Context: an optimization exercise on an open-source flow, tuned for small area. The choices shown serve that exercise and are no tape-out recipe.
Function was checked by simulation only, so behaviour that the tests miss may differ from the original.
Power figures rest on the tool's default switching activity, not on a simulated workload.

// psc_bridge
module psc_bridge(clk, rst, idle, cmd_valid, cmd_data, cmd_last, cmd_ready, tick, out_valid, out_data, out_last, out_ready, led, mode, millis, rand_data, rand_req, bus_sel_n, bus_req, bus_tx, bus_done
, bus_rx, bus_ack);
Settings: LEC_CHECK=0, ABC_AREA=1, CAP_MARGIN=20, CORE_MARGIN=2, CORE_UTILIZATION=55, CTS_BUF_LIST=sky130_fd_sc_hd__clkbuf_8, PLACE_DENSITY=0.68, SLEW_MARGIN=20; clock period 10.0 ns.
standard.sh (not shown) runs the stock make flow with config.mk's settings and CLKGATE_MAP_FILE= SYNTH_SCRIPT=/design/flow/synth_recipe.tcl, a recipe that flattens the netlist after the stock synthesis.
==> flow/flow/run.sh <==
#!/bin/bash
# Layout flow: the standard flow (standard.sh: the standard synthesis
# and the ORFS steps, unchanged) with these settings changed:
#  - at the end of the floorplan step, OpenROAD's restructure re-maps the
#    combinational logic for area (flow/restructure.tcl, run through ORFS's
#    POST_FLOORPLAN_TCL hook); the registers are not touched;
#  - the buffers ORFS puts on every input and output port are the smallest
#    buffer cell (buf_1), not the cell buffer_ports picks by default;
#  - before the placement repair, combinational gates above drive strength
#    1 get drive strength 1 (flow/downsize.tcl, run through ORFS's
#    PRE_RESIZE_TCL hook); the repairs that follow size up what needs it;
#  - clock tree synthesis uses clkbuf_8 and inserts no dummy loads (its
#    other arguments are ORFS's defaults).
# The whole output of the flow goes to standard.log in this folder; ORFS's
# per-step logs stay under orfs/logs/.
export POST_FLOORPLAN_TCL="$PWD/flow/restructure.tcl"
export BUFFER_PORTS_ARGS="-buffer_cell sky130_fd_sc_hd__buf_1"
export PRE_RESIZE_TCL="$PWD/flow/downsize.tcl"
export CTS_ARGS="-sink_clustering_enable -repair_clock_nets -buf_list sky130_fd_sc_hd__clkbuf_8 -dont_use_dummy_load"
bash standard.sh > standard.log 2>&1
==> flow/flow/downsize.tcl <==
# Runs before the placement repair (ORFS's PRE_RESIZE_TCL hook). Synthesis
# (ABC's upsize step) leaves some gates at a higher drive strength than the
# design needs at its clock period; this gives every combinational gate that
# has a drive-1 variant of the same function that variant. repair_design,
# which runs next in this step, and the timing repairs of the later steps
# size gates up again wherever slew, capacitance or timing needs it.
set dont_use $::env(DONT_USE_CELLS)
set n 0
foreach inst [get_cells *] {
  set master [get_property $inst ref_name]
  if {![regexp {^(sky130_fd_sc_hd__[a-z0-9]+)_([0-9]+)$} $master -> base drive]} { continue }
  if {$drive <= 1} { continue }
  # registers, latches, clock cells, tie and physical cells keep their size
  if {[regexp {__(df|edf|sdf|dl|clk|tap|fill|decap|conb|diode)} $master]} { continue }
  set target ${base}_1
  if {[lsearch -exact $dont_use $target] >= 0} { continue }
  set lc [get_lib_cells -quiet */$target]
  if {[llength $lc] == 0} { continue }
  replace_cell $inst [lindex $lc 0]
  incr n
}
puts "downsize.tcl: $n gates set to drive strength 1"
==> flow/flow/restructure.tcl <==
# Runs at the end of the floorplan step (ORFS's POST_FLOORPLAN_TCL hook):
# OpenROAD's restructure re-maps the combinational logic for area with ABC
# (registers are not touched), keeping the cells ORFS marks don't-use out.
set_dont_use $::env(DONT_USE_CELLS)
set tielo_cell [lindex $::env(TIELO_CELL_AND_PORT) 0]
set tiehi_cell [lindex $::env(TIEHI_CELL_AND_PORT) 0]
set tielo_lib [get_name [get_property [lindex [get_lib_cell $tielo_cell] 0] library]]
set tiehi_lib [get_name [get_property [lindex [get_lib_cell $tiehi_cell] 0] library]]
set tielo_port $tielo_lib/$tielo_cell/[lindex $::env(TIELO_CELL_AND_PORT) 1]
set tiehi_port $tiehi_lib/$tiehi_cell/[lindex $::env(TIEHI_CELL_AND_PORT) 1]
set lib [lindex $::env(LIB_FILES) 0]
puts "restructure.tcl: area before [sta::format_area [rsz::design_area] 0]"
restructure -target area -liberty_file $lib -tielo_port $tielo_port -tiehi_port $tiehi_port \
  -work_dir $::env(OBJECTS_DIR) -abc_logfile $::env(LOG_DIR)/2_1_restructure_abc.log
puts "restructure.tcl: area after [sta::format_area [rsz::design_area] 0]"
Rerun with:
==> flow/flow/run.sh (replaced) <==
#!/bin/bash
export BUFFER_PORTS_ARGS="-buffer_cell sky130_fd_sc_hd__buf_1"
export CTS_ARGS="-sink_clustering_enable -repair_clock_nets -buf_list sky130_fd_sc_hd__clkbuf_8 -dont_use_dummy_load"
export PRE_RESIZE_TCL="$PWD/flow/downsize.tcl"
export POST_FLOORPLAN_TCL="$PWD/flow/restructure.tcl"
bash standard.sh > standard.log 2>&1
Settings changed: CORE_UTILIZATION 55 to 40, PLACE_DENSITY 0.68 to unset.
The changed run passed the timing, design-rule and antenna checks.
Final area is higher by 1.8%.
Via count is lower by 4.4%.
Synthesized cell count stays the same.
Sequential power barely changes.
Routed wire length increases by 1.3%.
Utilization goes down by 15 points.
Rerun with:
--- a/flow/flow/run.sh
+++ b/flow/flow/run.sh
@@ -5 +4,0 @@
-export POST_FLOORPLAN_TCL="$PWD/flow/restructure.tcl"
removed: flow/flow/restructure.tcl
After rerunning:
- maximum frequency increases by 33%
- setup slack is better by 1.9 ns
- critical path depth decreases by 3
- sequential share of layout area decreases by 2.2 points
- first-iteration DRC count increases by 4.8%
Rerun with:
--- a/flow/flow/run.sh
+++ b/flow/flow/run.sh
@@ -4 +4 @@
-export PRE_RESIZE_TCL="$PWD/flow/downsize.tcl"
+export PRE_RESIZE_TCL="$PWD/flow/recover.tcl"
==> flow/flow/recover.tcl (new file) <==
# Before the placement repair: downsize gates with positive slack (power
# recovery also recovers area); repair_design, which runs next, then fixes
# any slew or capacitance the smaller gates leave.
estimate_parasitics -placement
repair_timing -recover_power 100 -verbose
removed: flow/flow/downsize.tcl
The changed run completed without violations.
Sequential share of layout area came out lower by 0.49 points.
Wire length stays flat.
Maximum frequency came out higher slightly.
Clock skew is about the same.
Die area does not change.
Power came out higher slightly.
Via count hardly moves.
Non-clock buffer count does not change.
Cell area came out higher slightly.
Utilization came out higher by 0.57 points.
Worst setup slack improves by 0.036 ns.
Rerun with:
==> flow/flow/run.sh (replaced) <==
#!/bin/bash
# Layout flow: the standard flow (standard.sh: the standard synthesis
# and the ORFS steps, unchanged) with these settings changed:
#  - the buffers ORFS puts on every input and output port are the smallest
#    buffer cell (buf_1), not the cell buffer_ports picks by default;
#  - clock tree synthesis uses clkbuf_8 and inserts no dummy loads (its
#    other arguments are ORFS's defaults);
#  - before the placement repair, gates with positive slack are downsized
#    (flow/recover.tcl, run through ORFS's PRE_RESIZE_TCL hook).
# The whole output of the flow goes to standard.log in this folder; ORFS's
# per-step logs stay under orfs/logs/.
export BUFFER_PORTS_ARGS="-buffer_cell sky130_fd_sc_hd__buf_1"
export CTS_ARGS="-repair_clock_nets -buf_list sky130_fd_sc_hd__clkbuf_8 -dont_use_dummy_load"
export PRE_RESIZE_TCL="$PWD/flow/recover.tcl"
bash standard.sh > standard.log 2>&1
=>
- sequential cell count stays the same
- count of clock-buffer cells in the layout stays the same
- via count is unchanged

========
run 1:
psc_bridge, a different RTL version from the one above (not shown whole).
For scale: ~990 cells after synthesis, ~7100 um^2 of cells after synthesis.
==> flow/config.mk <==
export PLATFORM = sky130hd
export DESIGN_NAME = psc_bridge
export DESIGN_NICKNAME = psc_bridge
export VERILOG_FILES = /design/flow/design.v
export SDC_FILE = /design/flow/constraint.sdc
export NUM_CORES = 4
export LEC_CHECK = 0
export ABC_AREA = 1
export CAP_MARGIN = 20
export CORE_MARGIN = 2
export CORE_UTILIZATION = 40
export CTS_BUF_LIST = sky130_fd_sc_hd__clkbuf_4 sky130_fd_sc_hd__clkbuf_8
export SLEW_MARGIN = 20
==> flow/constraint.sdc <==
create_clock -name core_clock -period 10.0 [get_ports {clk}]
set_input_delay 2.0000 -clock core_clock [delete_from_list [all_inputs] [get_ports {clk}]]
set_output_delay 2.0000 -clock core_clock [all_outputs]
set_load 0.01 [all_outputs]
==> flow/flow/run.sh <==
#!/bin/bash
export BUFFER_PORTS_ARGS="-buffer_cell sky130_fd_sc_hd__buf_1"
export RECOVER_POWER=100
bash standard.sh > standard.log 2>&1
Nothing crashed in run 1 and all stages finished; the problem is that the final layout failed, the offending checks being max-capacitance violations, max-slew violations.
Relative to run 1, the following input files were edited for run 2:
==> flow/flow/run.sh <==
#!/bin/bash
export BUFFER_PORTS_ARGS="-buffer_cell sky130_fd_sc_hd__buf_1"
bash standard.sh > standard.log 2>&1
diff --git a/flow/config.mk b/flow/config.mk
--- a/flow/config.mk
+++ b/flow/config.mk
@@ -11,3 +11,4 @@
 export CORE_UTILIZATION = 40
-export CTS_BUF_LIST = sky130_fd_sc_hd__clkbuf_4 sky130_fd_sc_hd__clkbuf_8
+export CTS_BUF_LIST = sky130_fd_sc_hd__clkbuf_16
+export CTS_CLUSTER_SIZE = 100
 export SLEW_MARGIN = 20
--- outcome ---
No stage failed in run 2, and the final checks on the layout all came back clean. Sort run 1 and run 2 by areal power density over the cells asc -> top: run 1. Summary of run 2 over run 1: fmax saw an increase, wire length on met1 grew by 350 um, global-route usage saw little to no change, hold slack shows a reduction of 0.0037 ns, worst slew margin relative to its limit grew by 36 points. Per the comparison of run 2 with run 1, part of the power in combinational logic shows a reduction of 1.2 points; total routed wirelength shows an increase of about 0.45%; via count comparable.
The following lists how run 3 was set up differently from run 2:
==> flow/flow/run.sh <==
#!/bin/bash
# Layout flow: the standard flow (standard.sh: the standard synthesis
# and ORFS steps, unchanged), with one change: the buffers that ORFS puts on
# every input and output port are the smallest buffer cell (buf_1) instead
# of the cell buffer_ports picks by default. The whole output of the flow
# goes to standard.log in this folder; ORFS's per-step logs stay under
# orfs/logs/.
export BUFFER_PORTS_ARGS="-buffer_cell sky130_fd_sc_hd__buf_1"
bash standard.sh > standard.log 2>&1
diff --git a/flow/config.mk b/flow/config.mk
--- a/flow/config.mk
+++ b/flow/config.mk
@@ -11,4 +11,3 @@
 export CORE_UTILIZATION = 40
-export CTS_BUF_LIST = sky130_fd_sc_hd__clkbuf_16
-export CTS_CLUSTER_SIZE = 100
+export CTS_BUF_LIST = sky130_fd_sc_hd__clkbuf_8
 export SLEW_MARGIN = 20
Findings:
Run 3 ended with every stage complete and zero timing, DRC or antenna violations. Taking run 2 as the reference, in run 3 proportion of power drawn by combinational gates grew by 1.8 points, data arrival time of the critical path climbed 0.09 ns, synthesized instance count roughly the same.
### run 3 -> run 4
==> flow/flow/run.sh <==
#!/bin/bash
export BUFFER_PORTS_ARGS="-buffer_cell sky130_fd_sc_hd__buf_1"
bash standard.sh > standard.log 2>&1
diff --git a/flow/config.mk b/flow/config.mk
--- a/flow/config.mk
+++ b/flow/config.mk
@@ -12,2 +12,3 @@
 export CTS_BUF_LIST = sky130_fd_sc_hd__clkbuf_8
+export CTS_CLUSTER_SIZE = 60
 export SLEW_MARGIN = 20
Notes after the runs:
Run 4: no failed stages, no open violations at the end
Diff run 4..run 3 | setup slack | unchanged
Status: post-route DRC violation count parity (run 3, run 4)
Per the comparison of run 4 with run 3, sequential share of cell area level, die area essentially unchanged, clock buffer count in the final layout ~0 delta.
Run 3 -> run 4: count of state elements after synthesis flat

## separate check: timing with driven ports
The flow's constraints put no driver on any port. The routed layouts listed below were extracted and timed again, unchanged, in two steps. Step 1 assumes that a clkbuf_16 drives the clock port and a buf_2 every other input. Step 2 moves the port delays by t, midway between the first and last clock arrival at a register: inputs arrive t later, outputs are due t later. That takes back most of the time a late clock gives input paths. Three values: no drivers, after step 1, after step 2; two values: the first two.
run | t, ns | setup slack, ns | worst setup path at the end
the first run of note 1 | 0.385 | 1.786 / 1.754 / 2.140 | register to output
the second run of note 1 | 0.383 | 2.117 / 2.085 / 2.467 | register to output
the third run of note 1 | 0.395 | 4.055 / 4.022 / 4.417 | register to output
the fourth run of note 1 | 0.398 | 4.091 / 4.053 / 4.451 | register to output
the fifth run of note 1 | 0.398 | 4.091 / 4.053 / 4.451 | register to output
run 1 | 0.402 | 3.891 / 3.856 / 4.258 | register to output
run 2 | 0.384 | 4.038 / 4.001 / 4.385 | register to output
run 3 | 0.404 | 3.946 / 3.910 / 4.314 | register to output
run 4 | 0.404 | 3.946 / 3.910 / 4.314 | register to output
